Background: an optimization exercise with open tools, aiming at small area, a short achievable clock period and few clock cycles per item. Do not read the settings as production practice.
The RTL was checked by simulation tests, not by an equivalence proof against the original design.

==> design/flow/design.v <==
module nmx_sched_check #(
    parameter [31:0] EVMAX = 32'd4096
) (
    input  wire [159:0] dur,       
    input  wire [31:0]  chunks,
    input  wire [31:0]  images,
    input  wire [31:0]  layers,
    input  wire [15:0]  actv,
    output reg          err,
    output reg  [7:0]   code,
    output reg  [31:0]  index,
    output reg  [31:0]  value,
    output reg  [31:0]  limit
);
    localparam [7:0] E_CFG_VARIANT  = 8'h10;
    localparam [7:0] E_CFG_DURATION = 8'h11;
    localparam [7:0] E_CFG_COUNT    = 8'h12;
    localparam [7:0] E_CFG_LAYERS   = 8'h13;
    localparam [7:0] E_CFG_CAPACITY = 8'h14;
    wire [4:0]  per_chunk = 5'd1 + 5'd3 * layers[4:0];
    wire [36:0] per_image = chunks * per_chunk + 37'd1;
    wire [68:0] total     = images * per_image;
    wire [31:0] total_sat = (|total[68:32]) ? 32'hFFFF_FFFF : total[31:0];
    integer l, s;
    reg found;
    always @* begin
        err   = 1'b0;
        code  = 8'h00;
        index = 32'd0;
        value = 32'd0;
        limit = 32'd0;
        found = 1'b0;
        if ($signed(layers) < 1 || $signed(layers) > 8) begin
            found = 1'b1;
            code  = E_CFG_LAYERS;
            index = 32'd0;
            value = layers;
            limit = 32'd8;
        end
        if (!found) begin
            for (l = 0; l < 8; l = l + 1) begin
                if (!found && l < layers && actv[2*l+1]) begin
                    found = 1'b1;
                    code  = E_CFG_VARIANT;
                    index = l;
                    value = {30'd0, actv[2*l +: 2]};
                    limit = 32'd1;
                end
            end
        end
        if (!found) begin
            for (s = 0; s < 5; s = s + 1) begin
                if (!found && dur[32*s+31]) begin
                    found = 1'b1;
                    code  = E_CFG_DURATION;
                    index = s;
                    value = dur[32*s +: 32];
                    limit = 32'h7FFF_FFFF;
                end
            end
        end
        if (!found && $signed(chunks) <= 0) begin
            found = 1'b1;
            code  = E_CFG_COUNT;
            index = 32'd0;
            value = chunks;
            limit = 32'h7FFF_FFFF;
        end
        if (!found && $signed(images) <= 0) begin
            found = 1'b1;
            code  = E_CFG_COUNT;
            index = 32'd1;
            value = images;
            limit = 32'h7FFF_FFFF;
        end
        if (!found && total > {37'd0, EVMAX}) begin
            found = 1'b1;
            code  = E_CFG_CAPACITY;
            index = 32'd0;
            value = total_sat;
            limit = EVMAX;
        end
        err = found;
    end
endmodule
module nmx_sched (
    input  wire         clk,
    input  wire         rst,          
    input  wire         cfg_valid,
    output wire         cfg_ready,
    input  wire [159:0] dur,          
    input  wire [31:0]  chunks,
    input  wire [31:0]  images,
    input  wire [31:0]  layers,
    input  wire [15:0]  actv,
    output wire         ev_valid,
    input  wire         ev_ready,
    output wire [2:0]   ev_stage,
    output wire [3:0]   ev_layer,
    output wire [31:0]  ev_image,
    output wire [31:0]  ev_chunk,
    output wire [63:0]  ev_start,
    output wire [63:0]  ev_end,
    output wire         done,
    output wire         err,
    output wire [7:0]   err_code,
    output wire [31:0]  err_index,
    output wire [31:0]  err_value,
    output wire [31:0]  err_limit,
    output wire [31:0]  evcount
);
    localparam [31:0] EVMAX = 32'd4096;
    localparam [1:0] S_IDLE  = 2'd0;
    localparam [1:0] S_CHECK = 2'd1;
    localparam [1:0] S_EMIT  = 2'd2;
    localparam [1:0] S_DONE  = 2'd3;
    reg [1:0]   state;
    reg [159:0] dur_r;
    reg [31:0]  chunks_r;
    reg [31:0]  images_r;
    reg [31:0]  layers_r;
    reg [15:0]  actv_r;
    reg [63:0]  free_t [0:4];
    reg [63:0]  accept_t;      
    reg [63:0]  ready_t;       
    reg [2:0]   stage;         
    reg [3:0]   layer;
    reg [31:0]  img;
    reg [31:0]  chk;
    reg [31:0]  n;
    reg         err_r;
    reg [7:0]   code_r;
    reg [31:0]  index_r;
    reg [31:0]  value_r;
    reg [31:0]  limit_r;
    wire        c_err;
    wire [7:0]  c_code;
    wire [31:0] c_index, c_value, c_limit;
    nmx_sched_check #(.EVMAX(EVMAX)) u_check (
        .dur(dur_r), .chunks(chunks_r), .images(images_r), .layers(layers_r), .actv(actv_r),
        .err(c_err), .code(c_code), .index(c_index), .value(c_value), .limit(c_limit)
    );
    wire [63:0] src   = (stage == 3'd0) ? accept_t : ready_t;
    wire [63:0] fr    = free_t[stage];
    wire [63:0] st    = (fr > src) ? fr : src;
    wire [63:0] en    = st + {32'd0, dur_r[32*stage +: 32]};
    wire last_layer = ({28'd0, layer} == layers_r - 32'd1);
    wire last_chunk = (chk == chunks_r - 32'd1);
    wire last_image = (img == images_r - 32'd1);
    assign cfg_ready = (state == S_IDLE);
    assign ev_valid  = (state == S_EMIT);
    assign ev_stage  = stage;
    assign ev_layer  = (stage == 3'd0 || stage == 3'd4) ? 4'hF : layer;
    assign ev_image  = img;
    assign ev_chunk  = (stage == 3'd4) ? 32'hFFFF_FFFF : chk;
    assign ev_start  = st;
    assign ev_end    = en;
    assign done      = (state == S_DONE);
    assign err       = err_r;
    assign err_code  = code_r;
    assign err_index = index_r;
    assign err_value = value_r;
    assign err_limit = limit_r;
    assign evcount   = n;
    integer k;
    always @(posedge clk) begin
        if (rst) begin
            state <= S_IDLE;
        end else begin
            case (state)
                S_IDLE: begin
                    if (cfg_valid) begin
                        dur_r    <= dur;
                        chunks_r <= chunks;
                        images_r <= images;
                        layers_r <= layers;
                        actv_r   <= actv;
                        state    <= S_CHECK;
                    end
                end
                S_CHECK: begin
                    err_r   <= c_err;
                    code_r  <= c_code;
                    index_r <= c_index;
                    value_r <= c_value;
                    limit_r <= c_limit;
                    for (k = 0; k < 5; k = k + 1)
                        free_t[k] <= 64'd0;
                    accept_t <= 64'd0;
                    ready_t  <= 64'd0;
                    stage    <= 3'd0;
                    layer    <= 4'd0;
                    img      <= 32'd0;
                    chk      <= 32'd0;
                    n        <= 32'd0;
                    state    <= c_err ? S_DONE : S_EMIT;
                end
                S_EMIT: begin
                    if (ev_ready) begin
                        free_t[stage] <= en;
                        n <= n + 32'd1;
                        case (stage)
                            3'd0: begin
                                ready_t <= en;
                                stage   <= 3'd1;
                            end
                            3'd1: begin
                                if (layer == 4'd0)
                                    accept_t <= st;
                                ready_t <= en;
                                stage   <= 3'd2;
                            end
                            3'd2: begin
                                ready_t <= en;
                                stage   <= 3'd3;
                            end
                            3'd3: begin
                                ready_t <= en;
                                if (!last_layer) begin
                                    layer <= layer + 4'd1;
                                    stage <= 3'd1;
                                end else begin
                                    layer <= 4'd0;
                                    if (!last_chunk) begin
                                        chk   <= chk + 32'd1;
                                        stage <= 3'd0;
                                    end else begin
                                        stage <= 3'd4;
                                    end
                                end
                            end
                            default: begin
                                chk <= 32'd0;
                                if (!last_image) begin
                                    img   <= img + 32'd1;
                                    stage <= 3'd0;
                                end else begin
                                    state <= S_DONE;
                                end
                            end
                        endcase
                    end
                end
                S_DONE: begin
                    state <= S_IDLE;
                end
                default: state <= S_IDLE;
            endcase
        end
    end
endmodule
==> design/flow/run.sh <==
#!/bin/bash
# synth_recipe.tcl (not shown) runs the flow's synth.tcl, then flattens the netlist and writes it again
# the make line also repeats each setting of config.mk as NAME=value (left out here)
make -C /OpenROAD-flow-scripts/flow DESIGN_CONFIG=/design/flow/config.mk WORK_HOME=/design/flow/orfs CLKGATE_MAP_FILE= SYNTH_SCRIPT=/design/flow/synth_recipe.tcl finish
==> design/flow/config.mk <==
export PLATFORM = sky130hd
export DESIGN_NAME = nmx_sched
export DESIGN_NICKNAME = nmx_sched
export VERILOG_FILES = /design/flow/design.v
export SDC_FILE = /design/flow/constraint.sdc
export NUM_CORES = 4
export LEC_CHECK = 0
export CAP_MARGIN = 20
export CORE_MARGIN = 2
export CORE_UTILIZATION = 40
export PLACE_DENSITY = 0.6
export SLEW_MARGIN = 20
==> design/flow/constraint.sdc <==
create_clock -name core_clock -period 16.0 [get_ports {clk}]
set_input_delay 3.2000 -clock core_clock [delete_from_list [all_inputs] [get_ports {clk}]]
set_output_delay 3.2000 -clock core_clock [all_outputs]
set_load 0.01 [all_outputs]
==> impl_metrics.py <==
metrics = {
    "synth": {
        "synth-async-reset-ratio_pct": 0,
        "synth_warnings": 2,
        "syn_avg_cell_area_um2": 10.47,
        "synthCells": 9262,
        "synth_edf_count": 1059,
        "synth_seq_area_share_pct": 32.91,
        "ys.flop_type": "edfxtp_1",
        "syn_area_mm2": 0.09693,
        "synth.distinct_cells": 93,
        "synth-seq-cells": 1064,
    },
    "setup_path": {
        "worstPathArrival_ns": 15.91,
        "crit_path_frequent_cell": "fa_1",
        "timing.rr.start": "layers_r[1]$_DFFE_PP_",
        "path_max_fanout": 24,
        "crit_type": "reg -> reg",
        "crit_path_end_kind": "flip-flop",
        "crit_family": "adder cells",
        "cpPeakStageDelay_ns": 0.58,
        "start_kind": "flip-flop",
        "worst-path-buf-inv": 13,
        "cp_slowest_cell": "fa_1",
        "worst_ep_required_time_ns": 16.48,
        "startpoint": "layers_r[1]$_DFFE_PP_",
    },
    "placement": {
        "gp_congestion": 0.9309,
        "io_buffers": 580,
        "place_ws_ns": -0.2889,
        "post-dp-hpwl_mm": 249.9,
        "dp_cells": 12712,
        "postPlaceCellArea_mm2": 0.1068,
    },
    "global_route": {
        "grt_pass1_wl_mm": 492.5,
        "grt_usage_pct": 26.93,
        "grt_pass1_vias": 74018,
        "antenna_found_initial": 36,
        "grt_max_degree": 171,
        "overflow": 0,
    },
    "detailed_routing": {
        "vias": 71607,
        "wl_mm": 329.8,
        "routedWlPerCell_um": 25.49,
        "via_per_inst": 5.534,
        "ant_nets": 0,
        "firstDrtPassIters": 6,
        "drtIter0Drc": 7026,
        "route.detailed.drc": 0,
    },
    "timing": {
        "clock_skew_ns": 0.1380,
        "max_freq_mhz": 64.83,
        "worstMarginPinSlew_ns": 1.204,
        "min_period_ns": 15.42,
        "hold_viol_final": 0,
        "slew_headroom_pct": 18.91,
        "finalCritPeriodShare_pct": 96.40,
        "fin_ws_ns": 0.5754,
        "setup_viol": 0,
        "slew_violations": 0,
    },
    "final_layout": {
        "final_cells": 12940,
        "final_nets": 11500,
        "drive_above_1_share_pct": 8.096,
        "final_area_mm2": 0.1108,
        "syn_to_final_growth_pct": 14.34,
        "final_util_pct": 46.04,
    },
    "floorplan": {
        "dieArea_mm2": 0.2463,
        "ios": 615,
        "fp.dieH_um": 496.3,
        "start_util_pct": 40.26,
        "core-area_mm2": 0.2408,
        "die_x_um": 496.3,
        "rows": 180,
    },
    "min_path": {
        "holdCritStartpoint": "state[1]$_SDFFE_PP0P_",
        "worstHoldPathType": "reg -> reg",
    },
    "clock_network": {
        "cts_max_level": 3,
        "holdBufCountCts": 0,
        "numCtsBuffers": 113,
        "cts_tree": "built",
        "clock-sinks": 1064,
        "cts_root_buffer": "clkbuf_16",
        "path_clk_slew_ns": 0.07,
        "clock_latency_ns": 0.85,
        "clockBufferDepth": 3,
    },
    "run": {
        "max_cap_viol_count": 0,
    },
    "status": {
        "outcome": "complete, no violations",
    },
}
-- placed cells by master (no fill, tap or decap), drive strengths merged, types with 36 or more instances in the layout --
cell type,instances
buf,238
o21ai,173
mux2i,131
nor2,819
xor2,158
mux2,57
nand3,106
nor4,42
a211oi,85
or2,59
and2,717
a21o,69
or3,37
inv,1388
xnor2,147
nand2,919
clkinv,51
nand2b,61
a22o,36
nor3,111
and3,37
ha,437
clkdlybuf4s50,580
nand4,77
fa,1138
edfxtp,1059
a21oi,249
clkbuf,134
nor2b,60
mux4,159
-- timing repair --
action	in CTS	in global routing
setup buffers	0	5
gates resized for setup	4	30
setup endpoints to repair	36	37
pin swaps	0	4
-- layer usage --
metal / track usage [%] / wire length, um / vias to the layer above
li1: - / - / 30969
met1: 37.53 / 138300 / 37021
met2: 42.83 / 151800 / 3099
met3: 5.033 / 29120 / 494
met4: 7.924 / 10420 / 24
met5: 0 / 153 / -
-- through the flow --
step	hold slack, ns	TNS [ns]
final	0.6073	0
after global routing	0.6245	-0.06912
after CTS	0.6009	0
after detailed placement	0.5901	-8.681
after global placement	0.5857	-10.22
after floorplan	0.5244	0
-- registers in the layout, summed over array words and instances (netlist names), named ones only --
register	flops
limit_r	4
index_r	3
value_r	32
layers_r	32
actv_r	16
code_r	4
ready_t	64
stage	3
accept_t	64
chk	32
layer	4
img	32
free_t	512
state	2
n	32
err_r	1
images_r	32
dur_r	160
chunks_r	32
-- kinds of logic after synthesis --
kind of cell / after synthesis / share of synthesized area, %
AND/OR/NAND/NOR: 3115 / 15.54
buffers and inverters: 1960 / 7.883
adder cells (fa/ha/maj): 1576 / 29.15
flip-flops: 1064 / 32.91
AO/OA/AOI/OAI: 893 / 6.014
multiplexers: 347 / 5.709
XOR/XNOR: 306 / 2.787
other: 1 / 0.003869
-- worst min-delay path, stage by stage, from the launching register on --
cell	delay (ns)
dfxtp_1	0.37
mux2i_1	0.14
nor2_1	0.05
-- cell type report --
type | count | area, um2
antenna | 10 | 25.02
clock buffer | 134 | 2907
clock inverter | 77 | 905.9
fill | 22263 | 129900
inverter | 1381 | 5186
multi-input combinational | 6271 | 58070
sequential | 1064 | 31910
tap | 3185 | 3985
timing repair buffer | 818 | 7844
-- worst paths after layout --
check | depth (start not counted) | slack, ns | endpoint
worst max-delay path | 58 | 0.58 | value_r[22]$_DFFE_PP_
worst min-delay path | 2 | 0.61 | state[1]$_SDFFE_PP0P_
worst min register to register | 2 | 0.61 | state[1]$_SDFFE_PP0P_
worst max register to register | 58 | 0.58 | value_r[22]$_DFFE_PP_
-- synthesized netlist by cell type, types with 35 or more instances --
cell / n / area share, %
inv_1: 1380 / 5.3
fa_1: 1138 / 24
edfxtp_1: 1059 / 33
nand2_1: 919 / 3.6
nor2_1: 819 / 3.2
and2_1: 717 / 4.6
clkbuf_1: 471 / 1.8
ha_1: 437 / 5.6
a21oi_1: 249 / 1.3
o21ai_0: 168 / 0.87
mux4_2: 159 / 3.7
xor2_1: 157 / 1.4
xnor2_1: 147 / 1.3
mux2i_1: 131 / 1.4
nor3_1: 108 / 0.56
nand3_1: 106 / 0.55
a211oi_1: 83 / 0.64
nand4_1: 77 / 0.50
a21o_1: 69 / 0.53
buf_4: 64 / 0.50
nand2b_1: 61 / 0.39
nor2b_1: 60 / 0.39
or2_2: 58 / 0.37
mux2_2: 57 / 0.66
nor4_1: 38 / 0.25
and3_1: 37 / 0.24
or3_1: 37 / 0.24
a22o_1: 36 / 0.33
o21a_1: 35 / 0.27
Testbench counts, summed over its fixed seeds: cycles 15,983, events 15,023.

what the ideal ports hide:
The flow's constraints put no driver on any port. The routed layout listed below was extracted and timed again, unchanged, in two steps. Step 1: set_driving_cell puts a clkbuf_16 on clk and a buf_2 on each other input, an assumption about the parent block. Step 2 also shifts input and output timing later by t, the mid clock arrival at the registers, as if the neighbouring blocks saw the same clock. a / b / c = no drivers / after step 1 / after step 2; a / b = the first two.
t (ns): 0.867
setup slack, ns: 0.575 / 0.575 / 0.575
cell pins on the clock port's net: 1
After both steps this run still meets setup and hold. For this run, drivers alone change the setup slack by 0.000 ns; drivers and shift together by 0.000 ns.
